From an optimization exercise on the open Yosys and OpenROAD flow, aimed at a short achievable clock period and few clock cycles; shortcuts taken in it are not production practice.
Function was checked by simulation only, so behaviour that the tests miss may differ from the original.
No activity file was given, so power comes from the tool's default toggle rates.

===== run.sh =====
#!/bin/bash
# synth_recipe.tcl (not shown) runs the flow's synth.tcl, then flattens the netlist and writes it again
# the make line also repeats each setting of config.mk as NAME=value (left out here)
make -C /OpenROAD-flow-scripts/flow DESIGN_CONFIG=/design/flow/config.mk WORK_HOME=/design/flow/orfs CLKGATE_MAP_FILE= SYNTH_SCRIPT=/design/flow/synth_recipe.tcl finish

===== config.mk =====
export PLATFORM = sky130hd
export DESIGN_NAME = byte_machine_core
export DESIGN_NICKNAME = byte_machine_core
export VERILOG_FILES = /design/flow/design.v
export SDC_FILE = /design/flow/constraint.sdc
export NUM_CORES = 4
export LEC_CHECK = 0
export CAP_MARGIN = 20
export CORE_MARGIN = 2
export CORE_UTILIZATION = 40
export SETUP_SLACK_MARGIN = 5
export SLEW_MARGIN = 20

===== constraint.sdc =====
create_clock -name core_clock -period 14.0 [get_ports {clk}]
set_input_delay 2.8000 -clock core_clock [delete_from_list [all_inputs] [get_ports {clk}]]
set_output_delay 2.8000 -clock core_clock [all_outputs]
set_load 0.01 [all_outputs]

===== design.v =====
module byte_machine_core (
    input  wire        clk,
    input  wire        rst,           
    input  wire [15:0] int_present,   
    output reg         mem_req,
    output reg         mem_we,
    output reg  [15:0] mem_addr,
    output reg  [7:0]  mem_wdata,
    input  wire        mem_ready,
    input  wire [7:0]  mem_rdata,
    output wire        halted,
    output wire        faulted,
    output wire [2:0]  fault_code,
    input  wire [3:0]  dbg_sel,
    output reg  [7:0]  dbg_data
);
    localparam [2:0] E_INVREG  = 3'd1;
    localparam [2:0] E_UNKOP   = 3'd2;
    localparam [2:0] E_UNKSIG  = 3'd3;
    localparam [2:0] E_DIVZERO = 3'd4;
    localparam [3:0] S_F   = 4'd0;   
    localparam [3:0] S_OP  = 4'd1;   
    localparam [3:0] S_B1  = 4'd2;   
    localparam [3:0] S_B2  = 4'd3;   
    localparam [3:0] S_DR  = 4'd4;   
    localparam [3:0] S_ASA = 4'd5;   
    localparam [3:0] S_ASB = 4'd6;   
    localparam [3:0] S_ASW = 4'd7;   
    localparam [3:0] S_END = 4'd8;   
    localparam integer IW = 5;             
    localparam integer NE = 1 << IW;       
    localparam integer TW = 16 - IW;       
    reg [3:0]  st;
    reg        halted_r, faulted_r;
    reg [2:0]  fcode;
    reg [7:0]  op;        
    reg [7:0]  hh;        
    reg [7:0]  ta;        
    reg [7:0]  tsum;      
    reg        tcar;      
    reg [15:0] ra;        
    reg [7:0]  x [0:7];
    reg [15:0] pc;        
    reg [15:0] sp;
    reg [15:0] spm1;      
    reg        flag_z;
    reg        flag_o;
    reg [NE-1:0] cv;
    reg [TW-1:0] ct [0:NE-1];
    reg [7:0]    cd [0:NE-1];
    reg [3:0]  qh;
    reg [7:0]  q0, q1, q2, q3;
    reg        qoff;
    wire       h0 = qoff ? qh[1] : qh[0];
    wire       h1 = qoff ? qh[2] : qh[1];
    wire       h2 = qoff ? qh[3] : qh[2];
    wire [7:0] c0 = qoff ? q1 : q0;
    wire [7:0] c1 = qoff ? q2 : q1;
    wire [7:0] c2 = qoff ? q3 : q2;
    reg        use_hold;
    reg [7:0]  hold;
    wire [7:0] d = use_hold ? hold : mem_rdata;
    wire [15:0] pcp1 = pc + 16'd1;
    wire [15:0] pcp2 = pc + 16'd2;
    wire [15:0] pcp3 = pc + 16'd3;
    wire [15:0] jaddr = {hh, d};
    wire [15:0] caddr = {c1, c2};
    wire [IW-1:0] is = spm1[IW-1:0];
    wire       hs = cv[is] && (ct[is] == spm1[15:IW]);
    wire [7:0] cs = cd[is];
    wire [IW-1:0] il = caddr[IW-1:0];
    wire       hl = cv[il] && (ct[il] == caddr[15:IW]);
    wire [7:0] cl = cd[il];
    reg        ex_v;      
    reg [1:0]  ex_ph;     
    reg [1:0]  ex_op;
    reg [2:0]  ex_dst;
    reg [7:0]  ex_a, ex_b;
    reg [7:0]  dv_r;      
    reg [3:0]  dv_q;      
    reg [9:0]  dv_b3;     
    wire ex_div1 = ex_v && (ex_op == 2'd3) && (ex_ph == 2'd0);   
    wire ex_fin  = ex_v && !ex_div1;                              
    wire [8:0]  sum  = {1'b0, ex_a} + {1'b0, ex_b};
    wire [8:0]  dif  = {1'b0, ex_a} - {1'b0, ex_b};
    wire [15:0] prod = ex_a * ex_b;
    function [9:0] dstep(input [7:0] r, input [1:0] a2, input [7:0] b, input [9:0] b3);
        reg [9:0] r4, m1, m2, m3;
        begin
            r4 = {r, a2};
            m1 = r4 - {2'b0, b};
            m2 = r4 - {1'b0, b, 1'b0};
            m3 = r4 - b3;
            if (r4 >= b3)                     dstep = {2'd3, m3[7:0]};
            else if (r4 >= {1'b0, b, 1'b0})   dstep = {2'd2, m2[7:0]};
            else if (r4 >= {2'b0, b})         dstep = {2'd1, m1[7:0]};
            else                              dstep = {2'd0, r4[7:0]};
        end
    endfunction
    wire [9:0] b3   = {2'b0, ex_b} + {1'b0, ex_b, 1'b0};
    wire [9:0] dsa  = dstep(8'd0,       ex_a[7:6], ex_b, b3);
    wire [9:0] dsb  = dstep(dsa[7:0],   ex_a[5:4], ex_b, b3);
    wire [9:0] dsc  = dstep(dv_r,       ex_a[3:2], ex_b, dv_b3);
    wire [9:0] dsd  = dstep(dsc[7:0],   ex_a[1:0], ex_b, dv_b3);
    reg [7:0] alu_y;
    reg       alu_o;
    always @* begin
        case (ex_op)
            2'd0:    begin alu_y = sum[7:0];      alu_o = sum[8];       end
            2'd1:    begin alu_y = dif[7:0];      alu_o = dif[8];       end
            2'd2:    begin alu_y = prod[7:0];     alu_o = |prod[15:8];  end
            default: begin alu_y = {dv_q, dsc[9:8], dsd[9:8]}; alu_o = 1'b0; end
        endcase
    end
    function [2:0] dec_err_f(input [7:0] b, input [15:0] pres);
        begin
            dec_err_f = 3'd0;
            case (b[7:4])
                4'h0, 4'h1, 4'h4, 4'h9: if (b[3:0] != 4'd0) dec_err_f = E_UNKOP;
                4'h2, 4'h3, 4'h5, 4'h6, 4'h7: if (b[3]) dec_err_f = E_INVREG;
                4'h8: if (b[3:0] > 4'd3) dec_err_f = E_UNKOP;
                4'hA: if (b[3:0] > 4'd5) dec_err_f = E_UNKOP;
                4'hF: if (!pres[b[3:0]]) dec_err_f = E_UNKSIG;
                default: dec_err_f = E_UNKOP;
            endcase
        end
    endfunction
    function cond_f(input [2:0] c, input o, input z);
        begin
            case (c)
                3'd0: cond_f = o;
                3'd1: cond_f = !o && !z;
                3'd2: cond_f = z;
                3'd3: cond_f = !z;
                3'd4: cond_f = !o;
                default: cond_f = o || z;
            endcase
        end
    endfunction
    wire [3:0] dhi = d[7:4];
    wire [3:0] dlo = d[3:0];
    wire [2:0] dec_err = dec_err_f(d, int_present);
    wire       cond = cond_f(op[2:0], flag_o, flag_z);
    wire [3:0] fhi = c0[7:4];
    wire [2:0] fr  = c0[2:0];
    wire [2:0] f_err = dec_err_f(c0, int_present);
    reg  [1:0] f_len;
    always @* begin
        case (fhi)
            4'h1, 4'h5, 4'h8: f_len = 2'd2;
            4'h6, 4'h7, 4'h9, 4'hA: f_len = 2'd3;
            default: f_len = 2'd1;
        endcase
    end
    wire f_all = h0 && (f_len == 2'd1 || h1) && (f_len != 2'd3 || h2);
    wire f_haz = ex_fin && (((fhi == 4'h3 || fhi == 4'h7) && fr == ex_dst) ||
                            (fhi == 4'h8 && (c1[6:4] == ex_dst || c1[2:0] == ex_dst)) ||
                            fhi == 4'hA || fhi == 4'hF);
    wire f_pfault = (fhi == 4'h8) && (c1[7] || c1[3]);
    wire f_dz     = (fhi == 4'h8) && (c0[1:0] == 2'd3) && (x[c1[2:0]] == 8'd0);
    wire f_ok     = (f_err == 3'd0);
    wire f_cond   = cond_f(c0[2:0], flag_o, flag_z);
    wire [7:0] fa = x[c1[6:4]];
    wire [7:0] fb = x[c1[2:0]];
    wire [8:0] fsum = {1'b0, fa} + {1'b0, fb};
    wire [8:0] fdif = {1'b0, fa} - {1'b0, fb};
    wire [7:0] fy  = c0[0] ? fdif[7:0] : fsum[7:0];
    wire       fov = c0[0] ? fdif[8] : fsum[8];
    wire hazard = ex_fin && (st == S_OP) &&
                  (((dhi == 4'h3) && (dlo[2:0] == ex_dst)) || (dhi == 4'hF));
    wire stall = ex_div1 || hazard || ((st == S_F) && f_all && f_haz);
    always @* begin
        mem_req   = 1'b0;
        mem_we    = 1'b0;
        mem_addr  = pc;
        mem_wdata = x[op[2:0]];
        case (st)
            S_F: begin
                if (!f_all) mem_req = 1'b1;         
                else if (f_ok) begin
                    case (fhi)
                        4'h1: begin mem_req = 1'b1; mem_we = 1'b1; mem_addr = sp; mem_wdata = c1; end
                        4'h2: begin mem_req = 1'b1; mem_addr = spm1; end
                        4'h3: begin mem_req = 1'b1; mem_we = 1'b1; mem_addr = sp; mem_wdata = x[fr]; end
                        4'h4: begin mem_req = 1'b1; mem_addr = spm1; end
                        4'h6: begin mem_req = 1'b1; mem_addr = caddr; end
                        4'h7: begin mem_req = 1'b1; mem_we = 1'b1; mem_addr = caddr; mem_wdata = x[fr]; end
                        default: ;
                    endcase
                end
            end
            S_OP: begin
                mem_req = 1'b1;
                case (dhi)
                    4'h2, 4'h4: mem_addr = spm1;
                    4'h3: begin
                        mem_we    = !dlo[3];
                        mem_addr  = sp;
                        mem_wdata = x[dlo[2:0]];
                    end
                    4'h0, 4'hF: mem_req = !h0;      
                    default: ;
                endcase
            end
            S_B1: begin
                case (op[7:4])
                    4'h1: begin
                        mem_req   = 1'b1;
                        mem_we    = 1'b1;
                        mem_addr  = sp;
                        mem_wdata = d;
                    end
                    4'h5, 4'h8: mem_req = !h0;      
                    default: mem_req = 1'b1;
                endcase
            end
            S_B2: begin
                case (op[7:4])
                    4'h6: begin mem_req = 1'b1; mem_addr = jaddr; end
                    4'h7: begin mem_req = 1'b1; mem_we = 1'b1; mem_addr = jaddr; end
                    default: ;
                endcase
            end
            S_DR:  mem_req = !h0;
            S_ASA: begin mem_req = 1'b1; mem_addr = spm1; end
            S_ASW: begin mem_req = 1'b1; mem_we = 1'b1; mem_addr = sp; mem_wdata = tsum; end
            default: ;
        endcase
        if (stall) begin
            mem_req = 1'b0;
            mem_we  = 1'b0;
        end
    end
    wire go = !stall && (!mem_req || mem_ready);
    wire acc = mem_req && mem_ready;
    wire wr_acc = acc && mem_we;
    wire fill = (st == S_OP || st == S_B1 || st == S_B2);
    reg [15:0] pfast;
    always @* begin
        if (!f_ok) pfast = pcp1;
        else begin
            case (fhi)
                4'h1, 4'h5, 4'h8: pfast = pcp2;
                4'h6, 4'h7: pfast = pcp3;
                4'h9: pfast = caddr;
                4'hA: pfast = f_cond ? caddr : pcp3;
                default: pfast = pcp1;
            endcase
        end
    end
    wire f_run = (st == S_F) && f_all && !stall;    
    reg pinc;
    reg jmp_d;
    always @* begin
        pinc  = 1'b0;
        jmp_d = 1'b0;
        if (go) begin
            case (st)
                S_F: pinc = !f_all;
                S_OP: begin
                    if (dec_err == 3'd0) begin
                        case (dhi)
                            4'h0: pinc = !h0;
                            4'h2, 4'h3, 4'h4: ;
                            4'hF: pinc = (dlo != 4'd0) && !h0;
                            default: pinc = 1'b1;
                        endcase
                    end
                end
                S_B1: begin
                    case (op[7:4])
                        4'h1: ;
                        4'h5: pinc = !h0;
                        4'h8: pinc = !(d[7] || d[3] || (op[1:0] == 2'd3 && x[d[2:0]] == 8'd0)) && !h0;
                        default: pinc = 1'b1;
                    endcase
                end
                S_B2: jmp_d = (op[7:4] == 4'h9) || (op[7:4] == 4'hA && cond);
                S_DR: pinc = !h0;
                default: ;
            endcase
        end
    end
    wire [15:0] npc = jmp_d ? jaddr : (f_run && go) ? pfast : pinc ? pcp1 : pc;
    wire [15:0] lb  = f_run ? pfast : pc;
    wire        lof = pinc;
    wire        lkill = jmp_d || (f_run && !go);
    wire [15:0] la0 = lb;
    wire [15:0] la1 = lb + 16'd1;
    wire [15:0] la2 = lb + 16'd2;
    wire [15:0] la3 = lb + 16'd3;
    wire [IW-1:0] wi = mem_addr[IW-1:0];
    wire [IW-1:0] fi = ra[IW-1:0];
    function lk(input [15:0] a);
        begin
            lk = cv[a[IW-1:0]] && (ct[a[IW-1:0]] == a[15:IW]) && !lkill &&
                 !(wr_acc && wi == a[IW-1:0]) && !(fill && fi == a[IW-1:0]);
        end
    endfunction
    always @(posedge clk) begin
        if (rst) begin
            cv <= {NE{1'b0}};
            qh <= 4'd0;
        end else begin
            qh <= {lk(la3), lk(la2), lk(la1), lk(la0)};
            if (fill) begin
                cv[fi] <= 1'b1;
                ct[fi] <= ra[15:IW];
                cd[fi] <= d;
            end
            if (wr_acc) begin
                cv[wi] <= 1'b1;
                ct[wi] <= mem_addr[15:IW];
                cd[wi] <= mem_wdata;
            end
        end
        q0   <= cd[la0[IW-1:0]];
        q1   <= cd[la1[IW-1:0]];
        q2   <= cd[la2[IW-1:0]];
        q3   <= cd[la3[IW-1:0]];
        qoff <= lof;
    end
    integer i;
    always @(posedge clk) begin
        if (rst) begin
            st        <= S_F;
            halted_r  <= 1'b0;
            faulted_r <= 1'b0;
            fcode     <= 3'd0;
            pc        <= 16'd0;
            sp        <= 16'd0;
            spm1      <= 16'hFFFF;
            flag_z    <= 1'b0;
            flag_o    <= 1'b0;
            use_hold  <= 1'b0;
            ex_v      <= 1'b0;
            ex_ph     <= 2'd0;
            for (i = 0; i < 8; i = i + 1) x[i] <= 8'd0;
        end else begin
            pc <= npc;
            if (ex_div1) begin
                dv_r  <= dsb[7:0];
                dv_q  <= {dsa[9:8], dsb[9:8]};
                dv_b3 <= b3;
                ex_ph <= 2'd1;
            end
            if (ex_fin) begin
                x[ex_dst] <= alu_y;
                flag_z    <= (alu_y == 8'd0);
                flag_o    <= alu_o;
                ex_v      <= 1'b0;
                ex_ph     <= 2'd0;
            end
            if (go) use_hold <= 1'b0;
            else if (!use_hold) begin
                hold     <= mem_rdata;
                use_hold <= 1'b1;
            end
            if (acc) ra <= mem_addr;
            if (go) begin
                case (st)
                    S_F: begin
                        if (!f_all) begin
                            st <= S_OP;
                        end else if (!f_ok) begin
                            fcode     <= f_err;
                            faulted_r <= 1'b1;
                            st        <= S_END;
                        end else begin
                            op <= c0;
                            case (fhi)
                                4'h1: begin sp <= sp + 16'd1; spm1 <= sp; end
                                4'h2: begin
                                    begin sp <= spm1; spm1 <= spm1 - 16'd1; end
                                    if (hs) x[fr] <= cs;
                                    else    st <= S_DR;
                                end
                                4'h3: begin sp <= sp + 16'd1; spm1 <= sp; end
                                4'h4: begin begin sp <= spm1; spm1 <= spm1 - 16'd1; end st <= S_ASA; end
                                4'h5: x[fr] <= c1;
                                4'h6: begin
                                    if (hl) x[fr] <= cl;
                                    else    st <= S_DR;
                                end
                                4'h8: begin
                                    if (f_pfault || f_dz) begin
                                        fcode     <= f_pfault ? E_INVREG : E_DIVZERO;
                                        faulted_r <= 1'b1;
                                        st        <= S_END;
                                    end else if (!c0[1]) begin
                                        x[c1[6:4]] <= fy;
                                        flag_z     <= (fy == 8'd0);
                                        flag_o     <= fov;
                                    end else begin
                                        ex_v   <= 1'b1;
                                        ex_ph  <= 2'd0;
                                        ex_op  <= c0[1:0];
                                        ex_dst <= c1[6:4];
                                        ex_a   <= fa;
                                        ex_b   <= fb;
                                    end
                                end
                                4'hF: begin   
                                    if (c0[3:0] == 4'd0) begin
                                        halted_r <= 1'b1;
                                        st       <= S_END;
                                    end else if (c0[3:0] == 4'd1) begin
                                        begin sp <= {x[0], x[1]}; spm1 <= {x[0], x[1]} - 16'd1; end
                                    end
                                end
                                default: ;
                            endcase
                        end
                    end
                    S_OP: begin
                        op <= d;
                        if (dec_err != 3'd0) begin
                            fcode     <= dec_err;
                            faulted_r <= 1'b1;
                            st        <= S_END;
                        end else begin
                            case (dhi)
                                4'h0: if (h0) st <= S_F;
                                4'h2: begin begin sp <= spm1; spm1 <= spm1 - 16'd1; end st <= S_DR; end
                                4'h3: begin begin sp <= sp + 16'd1; spm1 <= sp; end st <= S_F; end
                                4'h4: begin begin sp <= spm1; spm1 <= spm1 - 16'd1; end st <= S_ASA; end
                                4'hF: begin
                                    if (dlo == 4'd0) begin
                                        halted_r <= 1'b1;
                                        st       <= S_END;
                                    end else begin
                                        if (dlo == 4'd1) begin sp <= {x[0], x[1]}; spm1 <= {x[0], x[1]} - 16'd1; end
                                        if (h0) st <= S_F;
                                    end
                                end
                                default: st <= S_B1;
                            endcase
                        end
                    end
                    S_B1: begin
                        case (op[7:4])
                            4'h1: begin begin sp <= sp + 16'd1; spm1 <= sp; end st <= S_F; end
                            4'h5: begin
                                x[op[2:0]] <= d;
                                st <= h0 ? S_F : S_OP;
                            end
                            4'h8: begin
                                if (d[7] || d[3]) begin
                                    fcode     <= E_INVREG;
                                    faulted_r <= 1'b1;
                                    st        <= S_END;
                                end else if (op[1:0] == 2'd3 && x[d[2:0]] == 8'd0) begin
                                    fcode     <= E_DIVZERO;
                                    faulted_r <= 1'b1;
                                    st        <= S_END;
                                end else begin
                                    ex_v   <= 1'b1;
                                    ex_ph  <= 2'd0;
                                    ex_op  <= op[1:0];
                                    ex_dst <= d[6:4];
                                    ex_a   <= x[d[6:4]];
                                    ex_b   <= x[d[2:0]];
                                    st     <= h0 ? S_F : S_OP;
                                end
                            end
                            default: begin hh <= d; st <= S_B2; end
                        endcase
                    end
                    S_B2: begin
                        case (op[7:4])
                            4'h6: st <= S_DR;
                            default: st <= S_F;
                        endcase
                    end
                    S_DR: begin
                        x[op[2:0]] <= d;
                        st <= h0 ? S_F : S_OP;
                    end
                    S_ASA: begin ta <= d; begin sp <= spm1; spm1 <= spm1 - 16'd1; end st <= S_ASB; end
                    S_ASB: begin {tcar, tsum} <= {1'b0, ta} + {1'b0, d}; st <= S_ASW; end
                    S_ASW: begin
                        sp     <= sp + 16'd1;
                        spm1   <= sp;
                        flag_z <= (tsum == 8'd0);
                        flag_o <= tcar;
                        st     <= S_F;
                    end
                    default: ;
                endcase
            end
        end
    end
    assign halted     = halted_r;
    assign faulted    = faulted_r;
    assign fault_code = fcode;
    always @* begin
        case (dbg_sel)
            4'd0, 4'd1, 4'd2, 4'd3, 4'd4, 4'd5, 4'd6, 4'd7: dbg_data = x[dbg_sel[2:0]];
            4'd8:  dbg_data = pc[15:8];
            4'd9:  dbg_data = pc[7:0];
            4'd10: dbg_data = sp[15:8];
            4'd11: dbg_data = sp[7:0];
            4'd12: dbg_data = {6'd0, flag_o, flag_z};
            default: dbg_data = 8'd0;
        endcase
    end
endmodule

==> flow_summary.json <==
{
  "synthesis.area_mm2": 0.09267,
  "setup_viol": 0,
  "vias": 98335,
  "grt_util_all_layers_pct": 40.55,
  "endpoint_kind": "output pin",
  "clock_sinks": 911,
  "r2r_end": "x[4][4]",
  "drive_gt1_share_pct": 15.96,
  "ys_seq_elements": 911,
  "fill_cells": 22212,
  "r2r_start": "qoff",
  "grt_max_degree": 177,
  "avgSynthCellArea_um2": 8.357,
  "worst_slew_pin_slew_ns": 1.368,
  "crit_chain": "clkdlybuf4s50_1 > mux2i_4 > buf_12 > inv_2 > nor3_2 > o21ai_0 > nand2_1 > nand2_4 > a21o_1 > o21ai_0 > o2bb2ai_1 > buf_6 > clkinvlp_4 > clkdlybuf4s50_1",
  "routed_wl_mm": 499.1,
  "antenna_found_initial": 33,
  "clock_latency_ns": 0.85,
  "wl_per_cell_um": 36.29,
  "clock-root-buffer": "clkbuf_16",
  "drc": 0,
  "crit_required_ns": 11.20,
  "postRouteAntennaNets": 0,
  "timing_worst_setup_path_type": "primary input to output pin",
  "cts_buffers": 117,
  "top_layer_used": "met5",
  "crit_fanout": 24,
  "synth_edf_count": 771,
  "grt_overflow": 0,
  "clock_skew_ns": 0.04832,
  "max_freq_ghz": 0.1110,
  "slowest_delay_ns": 0.53,
  "async_flop_share_pct": 0,
  "met2_length_mm": 195.4,
  "wl_met1_mm": 176.1,
  "pwr_density_cell_mw_per_mm2": 243.8,
  "core_area_mm2": 0.2301,
  "hold_violations": 0,
  "synthCells": 11090,
  "dr.pass1.iters": 21,
  "die_w_um": 485.3,
  "min_period_ns": 9.005,
  "fin_tns_setup_ns": 0,
  "relSlewSlack_pct": 7.992,
  "finalPower_mw": 24.74,
  "clock_path_buffers": 3,
  "htreeDepth": 3,
  "grt_pass1_wl_mm": 690.4,
  "critPathLaunchType": "primary input",
  "die_area_mm2": 0.2356,
  "crit_arrival_ns": 6.21,
  "hpwlAfterDp_mm": 312.6,
  "io_buffers": 69,
  "nets": 10883,
  "die_h_um": 485.3,
  "drtIter0Drc": 18166,
  "viasPerCell": 7.151,
  "syn2layout_area_growth_pct": 9.485,
  "slew_viol_final": 0,
  "ff2ff_setup_slack_ns": 5.56,
  "min_period_over_period_pct": 64.32,
  "ys.flop_type": "edfxtp_1",
  "crit_path_end": "mem_addr[3]",
  "yosys_warnings": 1,
  "hold_class": "register to register",
  "crit_slowest_cell": "clkdlybuf4s50_1",
  "synth_cell_types": 117,
  "irDropWorstVdd_mv": 0.2336,
  "ios": 70,
  "grt_pass1_vias": 89778,
  "maxCapViolCount": 0,
  "outcome": "no timing/DRC/antenna violations",
  "yosysSeqAreaShare_pct": 28.01,
  "ff2ff_path_depth": 19,
  "leakagePower_nw": 38.24,
  "crit_start": "mem_rdata[5]",
  "syn_nets": 11371,
  "start_util_pct": 40.27,
  "cts_tree": "built",
  "globalplace.congestion": 1.030,
  "dr_wl_met3_mm": 80.40,
  "clk_pin_slew_ns": 0.06,
  "grt_setup_unrepaired": "yes",
  "fp-row-count": 176
}
-- cell type report --
type	instances	area (um2)	area share [%]
Timing Repair inverter	1	8.758	0.008632
Sequential cell	911	25970	25.60
Clock inverter	66	666.9	0.6573
Tap cell	3026	3786	3.732
Inverter	230	939.7	0.9261
Antenna cell	21	52.55	0.05179
Multi-Input combinational cell	8907	62590	61.68
Clock buffer	156	3226	3.179
Timing Repair Buffer	434	4223	4.162
-- stage by stage --
stage	worst slack [ns]	utilization, %	hold slack, ns	std cells	cell area, um2
after floorplan	5.017	-	0.4682	11090	92680
after global placement	3.643	41.72	0.4407	13458	96000
after detailed placement	3.511	41.75	0.4495	13461	96070
after CTS	4.871	43.76	0.4566	13704	100700
after global routing	4.926	44.07	0.4704	13735	101400
final	4.995	44.09	0.4517	13752	101500
-- routing by layer --
layer	vias to the layer above	GRT usage (%)
met2	8923	55.71
met4	28	30.04
met5	-	0
met1	47302	51.23
met3	2310	15.64
li1	39772	-
-- kinds of logic after synthesis --
group	synth area share (%)
xor gates and xnor gates	2.722
adders and majority gates	3.780
DFF	28.01
AOI/OAI and AO/OA	15.11
and+or+nand+nor	22.51
buffers and inverters	5.877
muxes	22.00
-- cell usage after synthesis (50+ instances only) --
library cell / n / area share (%)
a211oi_1: 64 / 0.52
a21o_1: 81 / 0.66
a21oi_1: 735 / 4.0
a221oi_1: 85 / 0.80
a22oi_1: 55 / 0.45
a311oi_1: 171 / 1.6
a31oi_1: 103 / 0.70
and3_1: 168 / 1.1
buf_1: 119 / 0.48
buf_2: 219 / 1.2
buf_4: 66 / 0.53
clkbuf_1: 620 / 2.5
dfxtp_1: 140 / 3.0
edfxtp_1: 771 / 25
fa_1: 50 / 1.1
ha_1: 200 / 2.7
inv_1: 222 / 0.90
mux2_2: 444 / 5.4
mux2i_1: 563 / 6.1
mux4_2: 430 / 10
nand2_1: 2379 / 9.6
nand2b_1: 51 / 0.34
nand3_1: 1034 / 5.6
nor2_1: 783 / 3.2
nor3_1: 101 / 0.55
o211ai_1: 114 / 0.92
o21ai_0: 340 / 1.8
xnor2_1: 201 / 1.9
xor2_1: 72 / 0.68
-- where the power goes --
part,switching (mW),leakage [nW],internal [mW]
sequential,0.662,8.19,3.31
combinational,11.7,28.2,5.90
clock,1.42,1.89,1.77
total,13.8,38.2,11.0
-- critical path, delay by kind of cell --
family / cells / cell delay [ns]
buffers and inverters: 6 / 1.84
and+or+nand+nor: 3 / 0.63
AOI/OAI and AO/OA: 4 / 0.70
muxes: 1 / 0.20
-- cells in the final DEF (no fill, tap or decap), types with 29 or more instances in the layout --
cell / n
buf_4: 292
mux2i_1: 545
a22oi_1: 55
nor2b_1: 39
a311oi_1: 167
clkbuf_16: 123
nand4_1: 41
dfxtp_1: 132
a21oi_1: 719
o211ai_1: 114
a221oi_1: 78
a211oi_1: 59
and3_1: 168
nor4_1: 29
a21o_1: 58
xor2_1: 72
or3_1: 30
fa_1: 50
o21ai_0: 333
o22ai_1: 37
mux2_2: 442
nand2_1: 2376
ha_1: 197
nor2_1: 744
clkdlybuf4s50_1: 56
nand2b_1: 51
mux4_2: 430
nand3_1: 1033
edfxtp_1: 771
and2_1: 32
o31ai_1: 36
xnor2_1: 191
nor3_1: 96
inv_1: 211
nor2_4: 38
a31oi_1: 94
-- how the worst min path moves through the flow --
stage	startpoint	endpoint	slack, ns	cells after the start
2_1_floorplan	ex_ph[1]	ex_ph[1]	0.47	1
3_3_place_gp	faulted_r	faulted_r	0.44	2
3_5_place_dp	faulted_r	faulted_r	0.45	2
4_1_cts	faulted_r	faulted_r	0.46	2
5_1_grt	faulted_r	faulted_r	0.47	2
6_report	faulted_r	faulted_r	0.45	2
-- what timing repair did --
item                                    4_1_cts  5_1_grt
buffers inserted                             12       16
pin swaps                                    10       11
gates cloned                                  9        6
gates resized for setup                     104       84
hold buffers                                  0        0
endpoints found under the setup margin       33       31
-- state kept, by name (all words and copies together), names as in the netlist, 10 cells and up, named ones only --
name	count
ct	352
cd	256
x	64
cv	32
pc	16
ra	16
sp	16
spm1	16
dv_b3	10
Testbench counts, summed over its fixed seeds: cycles 22,341.

## separate check: timing with driven ports
The results above use ideal ports. As a check the final layout listed here was re-extracted and re-timed, cells and wires unchanged. Step 1 assumes that a clkbuf_16 drives the clock port and a buf_2 every other input. Step 2 adds t to the input delays and takes it off the output delays; t is the mean of the earliest and latest rising clock arrival at the registers after step 1. Input paths then give back, and output paths get back, about the clock's delay inside the block. a / b / c = no drivers / after step 1 / after step 2; a / b = the first two.
shift t [ns]: 0.934
setup WS [ns]: 4.995 / 4.940 / 4.221
worst setup path at the end: input to register
After both steps setup and hold are still met in this run. The setup slack of this run moves by -0.055 ns with the drivers and by -0.774 ns with both steps.
